This design comes from an exercise in tuning for small area, a short achievable clock period and few clock cycles on the open sky130 flow, not from production work. Function was checked by simulation only, so behaviour that the tests miss may differ from the original. No activity file was given, so power comes from the tool's default toggle rates.

rev 12:
==> flow/design.v <==
module vlq_codec (
    input  wire         clk,
    input  wire         rst,
    input  wire         req_valid,
    output wire         req_ready,
    input  wire [4:0]   req_op,
    input  wire [127:0] req_value,
    input  wire [127:0] req_acc,
    input  wire [31:0]  req_cap,
    input  wire [31:0]  req_len,
    output wire         rsp_valid,
    output wire [31:0]  rsp_count,
    output wire [127:0] rsp_acc,
    output wire         rsp_term,
    output wire [1:0]   rsp_status,
    output wire         mem_valid,
    output wire         mem_we,
    output wire [31:0]  mem_addr,
    output wire [7:0]   mem_wdata,
    input  wire         mem_ready,
    input  wire [7:0]   mem_rdata
);
    localparam [1:0] F_SIZE = 2'd0, F_ENC = 2'd1, F_DEC = 2'd2;
    localparam [1:0] W_32 = 2'd0, W_64 = 2'd1, W_128 = 2'd2;
    localparam [1:0] ST_OK = 2'd0, ST_NOCAP = 2'd1, ST_INCOMPLETE = 2'd2,
                     ST_ILLEGAL = 2'd3;
    reg         sz_q, wr_q, rd_q, rsp_q, mv_q, rdy_q;
    reg         size_q;          
    reg [1:0]   width_q;
    reg         orient_r_q;      
    reg [127:0] x_q;             
    reg [31:0]  c_q;             
    reg [31:0]  rem_q;           
    reg [7:0]   wd_q;            
    reg         term_q;
    reg [1:0]   status_q;
    wire [1:0] req_width  = req_op[4:3];
    wire       req_orient = req_op[2];
    wire [1:0] req_func   = req_op[1:0];
    wire       req_illegal = (req_width == 2'b11) || (req_func == 2'b11);
    reg  [18:0] nz_r32, nz_r64, nz_r128, nz_l32, nz_l64, nz_l128, nz;
    reg  [18:0] nz_q;
    integer g;
    always @(*) begin
        nz_r32 = 19'd0; nz_r64 = 19'd0; nz_r128 = 19'd0;
        nz_l32 = 19'd0; nz_l64 = 19'd0; nz_l128 = 19'd0;
        for (g = 0; g < 18; g = g + 1) nz_r128[g] = |req_value[7*g +: 7];
        nz_r128[18] = |req_value[127:126];
        for (g = 0; g < 9; g = g + 1)  nz_r64[g]  = |req_value[7*g +: 7];
        nz_r64[9] = req_value[63];
        for (g = 0; g < 4; g = g + 1)  nz_r32[g]  = |req_value[7*g +: 7];
        nz_r32[4] = |req_value[31:28];
        for (g = 0; g < 4; g = g + 1)  nz_l32[g]  = |req_value[31 - 7*g -: 7];
        nz_l32[4] = |req_value[3:0];
        for (g = 0; g < 9; g = g + 1)  nz_l64[g]  = |req_value[63 - 7*g -: 7];
        nz_l64[9] = req_value[0];
        for (g = 0; g < 18; g = g + 1) nz_l128[g] = |req_value[127 - 7*g -: 7];
        nz_l128[18] = |req_value[1:0];
        case ({req_width, req_orient})
            3'b001:  nz = nz_r32;
            3'b011:  nz = nz_r64;
            3'b000:  nz = nz_l32;
            3'b010:  nz = nz_l64;
            3'b100:  nz = nz_l128;
            default: nz = nz_r128;
        endcase
    end
    reg [4:0] sz_n, sz_m;
    reg       cap_lt;
    always @(*) begin
        sz_n = 5'd1;
        sz_m = 5'd0;
        cap_lt = 1'b0;
        for (g = 0; g < 19; g = g + 1) begin
            if (nz_q[g] || g == 0) begin
                sz_n = g + 1;
                sz_m = g;
            end
            if ((nz_q[g] || g == 0) && rem_q[4:0] <= g)
                cap_lt = 1'b1;
        end
    end
    wire cap_short = rem_q[5] && cap_lt;
    reg [6:0] grp0;
    always @(*) begin
        if (orient_r_q)
            grp0 = x_q[6:0];
        else case (width_q)
            W_32:    grp0 = x_q[31:25];
            W_64:    grp0 = x_q[63:57];
            default: grp0 = x_q[127:121];
        endcase
    end
    wire [6:0] b = rd_q ? mem_rdata[6:0] : 7'd0;
    wire shift_up = rd_q ? orient_r_q : ~orient_r_q;
    wire last_write = (c_q[4:0] == 5'd0);
    wire last_read  = (rem_q == 32'd1);
    wire accept = req_valid && rdy_q;
    wire adv    = mv_q && mem_ready;
    wire fin    = adv && (wr_q ? last_write : (!mem_rdata[7] || last_read));
    wire enc_go = !size_q && !cap_short;     
    always @(posedge clk) begin
        if (rst) begin
            sz_q  <= 1'b0;
            wr_q  <= 1'b0;
            rd_q  <= 1'b0;
            rsp_q <= 1'b0;
            mv_q  <= 1'b0;
            rdy_q <= 1'b1;
        end else if (accept) begin
            sz_q  <= !req_illegal && !req_func[1];
            wr_q  <= 1'b0;
            rd_q  <= !req_illegal && req_func == F_DEC && req_len != 32'd0;
            rsp_q <= req_illegal || (req_func == F_DEC && req_len == 32'd0);
            mv_q  <= !req_illegal && req_func == F_DEC && req_len != 32'd0;
            rdy_q <= req_illegal || (req_func == F_DEC && req_len == 32'd0);
        end else if (sz_q) begin
            sz_q  <= 1'b0;
            wr_q  <= enc_go;
            mv_q  <= enc_go;
            rsp_q <= !enc_go;
            rdy_q <= !enc_go;
        end else if (fin) begin
            wr_q  <= 1'b0;
            rd_q  <= 1'b0;
            mv_q  <= 1'b0;
            rsp_q <= 1'b1;
            rdy_q <= 1'b1;
        end else if (rsp_q) begin
            rsp_q <= 1'b0;
        end
    end
    always @(posedge clk)
        nz_q <= nz;
    always @(posedge clk) begin
        if (rdy_q) begin
            width_q    <= req_width;
            orient_r_q <= req_orient;
            size_q     <= !req_func[0];
            term_q     <= 1'b0;
            c_q        <= 32'd0;
            status_q   <= req_illegal ? ST_ILLEGAL : ST_INCOMPLETE;
        end else if (sz_q) begin
            wd_q       <= {1'b0, grp0};
            c_q        <= size_q ? {27'd0, sz_n} : cap_short ? 32'd0 : {27'd0, sz_m};
            status_q   <= (!size_q && cap_short) ? ST_NOCAP : ST_OK;
        end else if (adv) begin
            if (wr_q) begin
                wd_q <= {1'b1, grp0};
                c_q  <= last_write ? rem_q : {27'd0, c_q[4:0] - 5'd1};
            end else begin
                c_q   <= c_q + 32'd1;
                if (!mem_rdata[7]) begin
                    term_q   <= 1'b1;
                    status_q <= ST_OK;
                end
            end
        end
    end
    wire        rem_ld   = rdy_q;
    wire        rem_sz   = sz_q;
    wire        rem_dec  = rd_q && mem_ready;
    wire        rem_hold = !rdy_q && !sz_q && !rem_dec;
    wire [31:0] rem_new  = (req_func == F_DEC) ? req_len :
                           {req_len[31:6], req_cap[31:5] == 27'd0, req_cap[4:0]};
    wire [31:0] rem_m1   = rem_q - 32'd1;
    always @(posedge clk) begin
        rem_q <= ({32{rem_ld}} & rem_new)
               | ({32{rem_sz}} & {27'd0, sz_n})
               | ({32{rem_dec}} & rem_m1)
               | ({32{rem_hold}} & rem_q);
    end
    wire ld_acc  = req_illegal || req_func == F_DEC;
    wire ld_val  = rdy_q && !ld_acc;
    wire ld_a0   = rdy_q && ld_acc;                              
    wire ld_a1   = ld_a0 && (req_illegal || req_width != W_32);   
    wire ld_a2   = ld_a0 && (req_illegal || req_width[1]);       
    wire sh      = adv || sz_q;          
    wire sh_up   = sh && shift_up;
    wire sh_dn   = sh && !shift_up;
    wire w32     = (width_q == W_32);
    wire w128    = width_q[1];
    wire hold    = !rdy_q && !adv && !sz_q;
    wire [127:0] sel_ld_acc = {{64{ld_a2}}, {32{ld_a1}}, {32{ld_a0}}};
    wire [127:0] sel_up = {{64{sh_up && w128}}, {32{sh_up && !w32}}, {32{sh_up}}};
    wire [127:0] sel_dn = {7'd0, {57{sh_dn && w128}}, {7{sh_dn && w128}},
                           {25{sh_dn && !w32}}, {7{sh_dn && !w32}}, {25{sh_dn}}};
    wire [127:0] sel_b  = {{7{sh_dn && w128}}, 57'd0, {7{sh_dn && !w32 && !w128}},
                           25'd0, {7{sh_dn && w32}}, 25'd0};
    always @(posedge clk) begin
        x_q <= ({128{ld_val}} & req_value)
             | (sel_ld_acc & req_acc)
             | (sel_up & {x_q[120:0], b})
             | (sel_dn & {7'd0, x_q[127:7]})
             | (sel_b & {b, 57'd0, b, 25'd0, b, 25'd0})
             | ({128{hold}} & x_q);
    end
    assign req_ready  = rdy_q;
    assign rsp_valid  = rsp_q;
    assign rsp_count  = c_q;
    assign rsp_acc    = x_q;
    assign rsp_term   = term_q;
    assign rsp_status = status_q;
    assign mem_valid  = mv_q;
    assign mem_we     = wr_q;
    assign mem_addr   = c_q;
    assign mem_wdata  = wd_q;
endmodule
export LEC_CHECK = 0
export CAP_MARGIN = 20
export CORE_MARGIN = 2
export CORE_UTILIZATION = 40
export CTS_CLUSTER_DIAMETER = 100
export CTS_CLUSTER_SIZE = 22
export SETUP_SLACK_MARGIN = 5
export SLEW_MARGIN = 20
export TNS_END_PERCENT = 100
create_clock -name core_clock -period 8.0 [get_ports {clk}]
standard.sh (not shown) runs the stock make flow with config.mk's settings and CLKGATE_MAP_FILE= SYNTH_SCRIPT=/design/flow/synth_recipe.tcl, a recipe that flattens the netlist after the stock synthesis.
==> flow/flow/run.sh <==
#!/bin/bash
# The standard layout, with the port buffers made from the smallest buffer
# cell instead of the one buffer_ports picks by default; the resizer still
# sizes them up where timing or slew calls for it.
set -euo pipefail
export BUFFER_PORTS_ARGS="-buffer_cell sky130_fd_sc_hd__buf_1"
bash standard.sh finish > standard_flow.log 2>&1
Testbench counts of rev 12, summed over its fixed seeds: cycles 54,168.
#### Input delta (rev 13 over rev 12)
--- a/flow/design.v
+++ b/flow/design.v
@@ -137,26 +137,33 @@
             width_q    <= req_width;
             orient_r_q <= req_orient;
             size_q     <= !req_func[0];
             term_q     <= 1'b0;
-            c_q        <= 32'd0;
             status_q   <= req_illegal ? ST_ILLEGAL : ST_INCOMPLETE;
         end else if (sz_q) begin
             wd_q       <= {1'b0, grp0};
-            c_q        <= size_q ? {27'd0, sz_n} : cap_short ? 32'd0 : {27'd0, sz_m};
             status_q   <= (!size_q && cap_short) ? ST_NOCAP : ST_OK;
         end else if (adv) begin
             if (wr_q) begin
                 wd_q <= {1'b1, grp0};
-                c_q  <= last_write ? rem_q : {27'd0, c_q[4:0] - 5'd1};
             end else begin
-                c_q   <= c_q + 32'd1;
                 if (!mem_rdata[7]) begin
                     term_q   <= 1'b1;
                     status_q <= ST_OK;
                 end
             end
         end
+    end
+    wire       c_wr   = wr_q && mem_ready;
+    wire       c_rd   = rd_q && mem_ready;
+    wire       c_hold = !rdy_q && !sz_q && !c_wr && !c_rd;
+    wire [4:0] c_szv  = size_q ? sz_n : cap_short ? 5'd0 : sz_m;
+    wire [4:0] c_wrv  = last_write ? rem_q[4:0] : c_q[4:0] - 5'd1;
+    always @(posedge clk) begin
+        c_q <= ({32{sz_q}} & {27'd0, c_szv})
+             | ({32{c_wr}} & {27'd0, c_wrv})
+             | ({32{c_rd}} & (c_q + 32'd1))
+             | ({32{c_hold}} & c_q);
     end
     wire        rem_ld   = rdy_q;
     wire        rem_sz   = sz_q;
     wire        rem_dec  = rd_q && mem_ready;
--- outcome ---
Rev 12 -> rev 13: post-synthesis share of cell area spent on full adders, half adders and majority gates flat
Relative to rev 12, the horizontal die dimension measured on rev 13 has decreased slightly.
For fraction of synthesized cell area in xor and xnor cells, rev 12 and rev 13 come out practically identical.
| part of the total power dissipated in combinational logic | higher: rev 12 |
Diff rev 12 -> rev 13 | vertical extent of the die | down slightly
Antenna diode instance count in rev 13 vs rev 12: down 2
Compared with rev 12, rev 13 shows a share of synthesized cell area in and, or, nand and nor gates that is 1.1 points lower.
From rev 12 to rev 13 the numbers moved as follows: met3 layer wire length in the routed design decreased by 1300 um relative to the old numbers; final period demand of the worst path increased by 0.015 ns relative to the old numbers; count of multi-input gates decreased by 5.5% relative to the old numbers.
Testbench counts of rev 13, summed over its fixed seeds: cycles 54,168.

[port drivers added, routing unchanged]
No port has a modelled driver above. Below, the same layouts with a new extraction and two added sets of constraints.
Step 1: set_driving_cell puts a clkbuf_16 on clk and a buf_2 on each other input, an assumption about the parent block.
Step 2 moves the port delays by t, midway between the first and last clock arrival at a register: inputs arrive t later, outputs are due t later. That takes back most of the time a late clock gives input paths.
Three values: no drivers, after step 1, after step 2; two values: the first two.
run | shift t [ns] | setup WS [ns] | hold WS [ns] | clock arrival spread, ns | worst data-port slew with drivers (ns)
rev 12 | 0.556 | 5.038 / 4.984 / 4.494 | 0.471 / 0.471 / 0.471 | 0.022 / 0.023 | 0.10
rev 13 | 0.562 | 5.023 / 4.966 / 4.527 | 0.481 / 0.481 / 0.481 | 0.039 / 0.039 | 0.11
After both steps every run listed still meets setup and hold. The setup slack of rev 12, which loses most, moves by -0.054 ns with the drivers and by -0.544 ns with both steps.
